What follows belongs to an exercise in optimizing a design on an open flow for small area; a production flow would make more cautious choices. Only simulation tests tie the RTL to the original design; equivalence was not proved. Power figures rest on the tool's default switching activity, not on a simulated workload.

Setup of raven:
==> flow/design.v <==
module dxl2_crc_table (
  input  wire [15:0] crc,
  input  wire [7:0]  data,
  output reg  [15:0] next
);
  integer k;
  always @(*) begin
    next = crc ^ {data, 8'h00};
    for (k = 0; k < 8; k = k + 1)
      next = next[15] ? ((next << 1) ^ 16'h8005) : (next << 1);
  end
endmodule
module dxl2_tx (
  input  wire        clk,
  input  wire        rst,         
  input  wire        s_valid,
  output wire        s_ready,
  input  wire [7:0]  s_data,
  input  wire        s_last,
  output wire        m_valid,
  input  wire        m_ready,
  output reg  [7:0]  m_data,
  output wire        m_last,
  output wire        rej_valid,
  output wire [1:0]  rej_code     
);
  localparam integer MAXP  = 64;
  localparam integer NSLOT = 2 + MAXP;      
  localparam [6:0] S0  = 7'b0000000;
  localparam [6:0] S1  = 7'b0000001;
  localparam [6:0] S65 = 7'b1100011;
  localparam [6:0] S66 = 7'b1000111;
  localparam [15:0] CRC_HDR = 16'h0E28;
  localparam [3:0] T_FF0  = 4'd0;
  localparam [3:0] T_FF1  = 4'd1;
  localparam [3:0] T_FD   = 4'd2;
  localparam [3:0] T_00   = 4'd3;
  localparam [3:0] T_ID   = 4'd4;
  localparam [3:0] T_LLO  = 4'd5;
  localparam [3:0] T_LHI  = 4'd6;
  localparam [3:0] T_BODY = 4'd7;
  localparam [3:0] T_STUF = 4'd8;
  localparam [3:0] T_CLO  = 4'd9;
  localparam [3:0] T_CHI  = 4'd10;
  localparam [3:0] T_IN   = 4'd12;
  localparam [3:0] T_REJ  = 4'd13;
  function [6:0] lfsr;
    input [6:0] q;
    lfsr = {q[5:0], ~(q[6] ^ q[5])};
  endfunction
  reg  [7:0]  ring [0:NSLOT-1];
  reg  [6:0]  p;           
  reg  [3:0]  st;
  reg  [6:0]  cnt;         
  reg  [6:0]  sl;          
  reg  [1:0]  win;         
  reg         id_bad;
  reg         ov;
  reg  [15:0] crc;
  wire [7:0] tap = ring[NSLOT-1];
  wire in_st  = (st == T_IN);
  wire rej_st = (st == T_REJ);
  wire out_st = ~st[3] | ~st[2];
  always @(posedge clk) begin
    if (rst || p == S65) p <= S0;
    else                 p <= lfsr(p);
  end
  wire full      = (cnt == S66);
  wire first     = (cnt == S0);
  wire slot_here = (p == cnt);
  reg [7:0] obyte;
  always @(*) begin
    case (st)
      T_FF0, T_FF1:  obyte = 8'hFF;
      T_FD, T_STUF:  obyte = 8'hFD;
      T_ID, T_BODY:  obyte = tap;
      T_LLO:         obyte = {1'b0, sl};
      T_CLO:         obyte = crc[7:0];
      T_CHI:         obyte = crc[15:8];
      default:       obyte = 8'h00;
    endcase
  end
  wire [7:0] wb = in_st ? s_data : tap;    
  wire hi6   = &wb[7:2];
  wire is_ff = hi6 & wb[1] & wb[0];
  wire is_fd = hi6 & ~wb[1] & wb[0];
  wire match = win[1] & ~win[0] & is_fd;
  wire [1:0] win_next = (is_ff & ~match) ? {win[0] | win[1], ~(win[0] | win[1])} : 2'd0;
  wire pre_stuff = in_st & ~ov & s_valid & slot_here & match & ~id_bad;
  assign s_ready = in_st & ~ov & (id_bad | full | (slot_here & ~match));
  wire s_hs = s_valid & s_ready;
  always @(posedge clk) begin
    ring[0] <= (in_st & s_valid & slot_here) ? s_data : tap;
  end
  genvar gi;
  generate
    for (gi = 1; gi < NSLOT; gi = gi + 1) begin : g_ring
      always @(posedge clk) ring[gi] <= ring[gi-1];
    end
  endgenerate
  assign rej_valid = rej_st;
  assign rej_code  = {~id_bad, id_bad | (cnt == S1)};
  wire at_slot  = (st == T_ID) | (st == T_BODY);
  wire body_end = (st == T_BODY) & (sl == 7'b1111101);    
  wire avail    = at_slot ? (slot_here & ~body_end) : 1'b1;
  wire ld       = out_st & (~ov | m_ready) & avail;
  wire [15:0] crc_next;
  dxl2_crc_table u_crc (.crc(crc), .data(obyte), .next(crc_next));
  assign m_valid = ov;
  assign m_last  = ~out_st;
  always @(posedge clk) begin
    if (ld)
      m_data <= obyte;
    if (ld && st != T_CLO && st != T_CHI)
      crc <= (st == T_00) ? CRC_HDR : crc_next;
  end
  always @(posedge clk) begin
    if (rst) begin
      st     <= T_IN;
      cnt    <= S0;
      ov     <= 1'b0;
      id_bad <= 1'b0;
    end else begin
      if (ld)
        ov <= 1'b1;
      else if (m_ready)
        ov <= 1'b0;
      if (in_st) begin
        if (pre_stuff) begin
          sl  <= sl + 7'd1;
          win <= 2'd3;
        end
        if (s_hs) begin
          if (!full) cnt <= lfsr(cnt);
          if (first) begin
            id_bad <= is_ff | is_fd;
            sl     <= 7'd2;
            win    <= 2'd0;
          end else begin
            sl  <= sl + 7'd1;
            win <= win_next;
          end
          if (s_last) begin
            if (first || id_bad || full) begin
              st <= T_REJ;
            end else begin
              st  <= T_FF0;
              cnt <= S0;
            end
          end
        end
      end else if (rej_st) begin
        st     <= T_IN;
        cnt    <= S0;
        id_bad <= 1'b0;
      end else begin
        if (body_end)
          st <= T_CLO;
        if (ld) begin
          case (st)
            T_ID: begin
              st  <= T_LLO;
              cnt <= lfsr(cnt);
            end
            T_LLO: begin
              st  <= T_LHI;
              sl  <= ~sl;
              win <= 2'd0;
            end
            T_BODY: begin
              st  <= match ? T_STUF : T_BODY;
              cnt <= lfsr(cnt);
              sl  <= sl + 7'd1;
              win <= win_next;
            end
            T_STUF: begin
              st <= T_BODY;
              sl <= sl + 7'd1;
            end
            T_CHI: begin
              st     <= T_IN;
              cnt    <= S0;
              id_bad <= 1'b0;
            end
            default: st <= st + 4'd1;
          endcase
        end
      end
    end
  end
endmodule
Settings: LEC_CHECK=0, CAP_MARGIN=20, CORE_MARGIN=2, CORE_UTILIZATION=40, SLEW_MARGIN=20; clock period 10.0 ns.
standard.sh (not shown) runs the stock make flow with config.mk's settings and CLKGATE_MAP_FILE= SYNTH_SCRIPT=/design/flow/synth_recipe.tcl, a recipe that flattens the netlist after the stock synthesis.
==> flow/flow/run.sh <==
#!/bin/bash
# The standard layout with three changes:
#  - synthesis maps logic with an area-oriented ABC script (synth_area.tcl is
#    synth_recipe.tcl with ABC's -script swapped); registers are untouched;
#  - CTS uses clkbuf_8 buffers on clusters of at most 22 sinks, no dummy loads;
#  - the port buffers are buf_1 cells.
set -euo pipefail
here=$(pwd)
export CTS_ARGS="-sink_clustering_enable -repair_clock_nets -dont_use_dummy_load -buf_list {sky130_fd_sc_hd__clkbuf_8} -sink_clustering_size 22 -sink_clustering_max_diameter 50"
export BUFFER_PORTS_ARGS="-buffer_cell sky130_fd_sc_hd__buf_1"
sed "s#SYNTH_SCRIPT=[^ ]*#SYNTH_SCRIPT=$here/flow/synth_area.tcl#" standard.sh > synth_area.sh
bash synth_area.sh synth > synth.log 2>&1
bash standard.sh > standard.log 2>&1
==> flow/flow/abc_area_min.script <==
&get -n
&st
&dch
&nf -a
&put
strash
dch
map -a
==> flow/flow/synth_area.tcl <==
proc synth {args} { yosys synth -nofsm -noshare {*}$args }
# area-oriented ABC mapping in place of the speed script
set ::area_abc_script [file join [file dirname [file normalize [info script]]] abc_area_min.script]
proc abc {args} {
  set i [lsearch -exact $args -script]
  if { $i >= 0 } { set args [lreplace $args $i [expr {$i + 1}] -script $::area_abc_script] }
  set j [lsearch -exact $args -D]
  if { $j >= 0 } { set args [lreplace $args $j [expr {$j + 1}]] }
  yosys abc {*}$args
}
source $::env(SCRIPTS_DIR)/synth.tcl
# left out here: clear keep_hierarchy, flatten, clean up, hide names made inside functions, write 1_2_yosys.v
raven was carried through to the last stage, and its layout satisfied the timing, design-rule and antenna checks.
Edits applied to the flow inputs when going from raven to xenon:
--- a/flow/design.v
+++ b/flow/design.v
@@ -23,11 +23,11 @@
   output wire        m_last,
   output wire        rej_valid,
   output wire [1:0]  rej_code     
 );
   localparam integer MAXP  = 64;
-  localparam integer NSLOT = 2 + MAXP;      
+  localparam integer NSLOT = 1 + MAXP;      
   localparam [6:0] S0  = 7'b0000000;
   localparam [6:0] S1  = 7'b0000001;
   localparam [6:0] S65 = 7'b1100011;
   localparam [6:0] S66 = 7'b1000111;
   localparam [15:0] CRC_HDR = 16'h0E28;
@@ -60,36 +60,36 @@
   wire [7:0] tap = ring[NSLOT-1];
   wire in_st  = (st == T_IN);
   wire rej_st = (st == T_REJ);
   wire out_st = ~st[3] | ~st[2];
   always @(posedge clk) begin
-    if (rst || p == S65) p <= S0;
+    if (rst || p == S65) p <= S1;
     else                 p <= lfsr(p);
   end
   wire full      = (cnt == S66);
   wire first     = (cnt == S0);
   wire slot_here = (p == cnt);
   reg [7:0] obyte;
   always @(*) begin
     case (st)
       T_FF0, T_FF1:  obyte = 8'hFF;
       T_FD, T_STUF:  obyte = 8'hFD;
-      T_ID, T_BODY:  obyte = tap;
+      T_BODY:        obyte = tap;
       T_LLO:         obyte = {1'b0, sl};
       T_CLO:         obyte = crc[7:0];
-      T_CHI:         obyte = crc[15:8];
+      T_ID, T_CHI:   obyte = crc[15:8];
       default:       obyte = 8'h00;
     endcase
   end
   wire [7:0] wb = in_st ? s_data : tap;    
   wire hi6   = &wb[7:2];
   wire is_ff = hi6 & wb[1] & wb[0];
   wire is_fd = hi6 & ~wb[1] & wb[0];
   wire match = win[1] & ~win[0] & is_fd;
   wire [1:0] win_next = (is_ff & ~match) ? {win[0] | win[1], ~(win[0] | win[1])} : 2'd0;
   wire pre_stuff = in_st & ~ov & s_valid & slot_here & match & ~id_bad;
-  assign s_ready = in_st & ~ov & (id_bad | full | (slot_here & ~match));
+  assign s_ready = in_st & ~ov & (first | id_bad | full | (slot_here & ~match));
   wire s_hs = s_valid & s_ready;
   always @(posedge clk) begin
     ring[0] <= (in_st & s_valid & slot_here) ? s_data : tap;
   end
   genvar gi;
@@ -98,23 +98,26 @@
       always @(posedge clk) ring[gi] <= ring[gi-1];
     end
   endgenerate
   assign rej_valid = rej_st;
   assign rej_code  = {~id_bad, id_bad | (cnt == S1)};
-  wire at_slot  = (st == T_ID) | (st == T_BODY);
-  wire body_end = (st == T_BODY) & (sl == 7'b1111101);    
-  wire avail    = at_slot ? (slot_here & ~body_end) : 1'b1;
+  wire at_body  = (st == T_BODY);
+  wire body_end = at_body & (sl == 7'b1111101);    
+  wire avail    = ~at_body | (slot_here & ~body_end);
   wire ld       = out_st & (~ov | m_ready) & avail;
   wire [15:0] crc_next;
-  dxl2_crc_table u_crc (.crc(crc), .data(obyte), .next(crc_next));
+  wire [7:0] crc_data = (st == T_ID) ? CRC_HDR[15:8] : obyte;
+  dxl2_crc_table u_crc (.crc(crc), .data(crc_data), .next(crc_next));
   assign m_valid = ov;
   assign m_last  = ~out_st;
   always @(posedge clk) begin
     if (ld)
       m_data <= obyte;
-    if (ld && st != T_CLO && st != T_CHI)
-      crc <= (st == T_00) ? CRC_HDR : crc_next;
+    if (ld && (st == T_ID || st == T_LLO || st == T_LHI || st == T_BODY || st == T_STUF))
+      crc <= crc_next;
+    else if (in_st && s_hs && first)
+      crc <= {s_data, CRC_HDR[7:0]};
   end
   always @(posedge clk) begin
     if (rst) begin
       st     <= T_IN;
       cnt    <= S0;
@@ -143,11 +146,11 @@
           if (s_last) begin
             if (first || id_bad || full) begin
               st <= T_REJ;
             end else begin
               st  <= T_FF0;
-              cnt <= S0;
+              cnt <= S1;
             end
           end
         end
       end else if (rej_st) begin
         st     <= T_IN;
@@ -156,14 +159,11 @@
       end else begin
         if (body_end)
           st <= T_CLO;
         if (ld) begin
           case (st)
-            T_ID: begin
-              st  <= T_LLO;
-              cnt <= lfsr(cnt);
-            end
+            T_ID: st <= T_LLO;
             T_LLO: begin
               st  <= T_LHI;
               sl  <= ~sl;
               win <= 2'd0;
             end
--- outcome ---
- xenon finished end to end and its layout was clean on timing, DRC and antenna.
- Summary — core utilization, xenon relative to raven: lower, by 0.17 points.
- Reported for xenon and raven, final number of hold-violating endpoints turned out identical to the last digit.
- Delta (xenon minus raven): met2 global-route usage now sits at about the same level; number of nets in the layout saw an increase; sequential share of layout area saw a decrease; netlist area before placement moved down; XOR/XNOR share of the synthesized area was more or less identical.
- [compare] base=raven new=xenon: combinational share of power now sits higher; global router's overall resource usage now sits higher.
- xenon vs. raven: final critical delay including setup and external delays higher; area growth from synthesis to layout roughly the same.
- Comparing xenon and raven, the lower cell area is on xenon.
- Internal portion of total power improves in xenon relative to raven.
- Sort xenon and raven by switching share of power asc -> top: raven

==> static timing again, ports no longer ideal <==
The results above use ideal ports. As a check the final layouts listed here were re-extracted and re-timed, cells and wires unchanged.
Step 1, drivers: a clkbuf_16 drives clk and a buf_2 each remaining input, both assumed.
Step 2 moves the port delays by t, midway between the first and last clock arrival at a register: inputs arrive t later, outputs are due t later. That takes back most of the time a late clock gives input paths.
a / b / c = ideal ports / drivers / drivers and shift; a / b = the first two.
run | t, ns | setup slack, ns | worst hold slack (ns)
raven | 0.586 | 4.612 / 4.588 / 4.588 | 0.270 / 0.270 / 0.270
xenon | 0.583 | 3.892 / 3.868 / 3.868 | 0.257 / 0.257 / 0.257
After both steps every run listed still meets setup and hold.
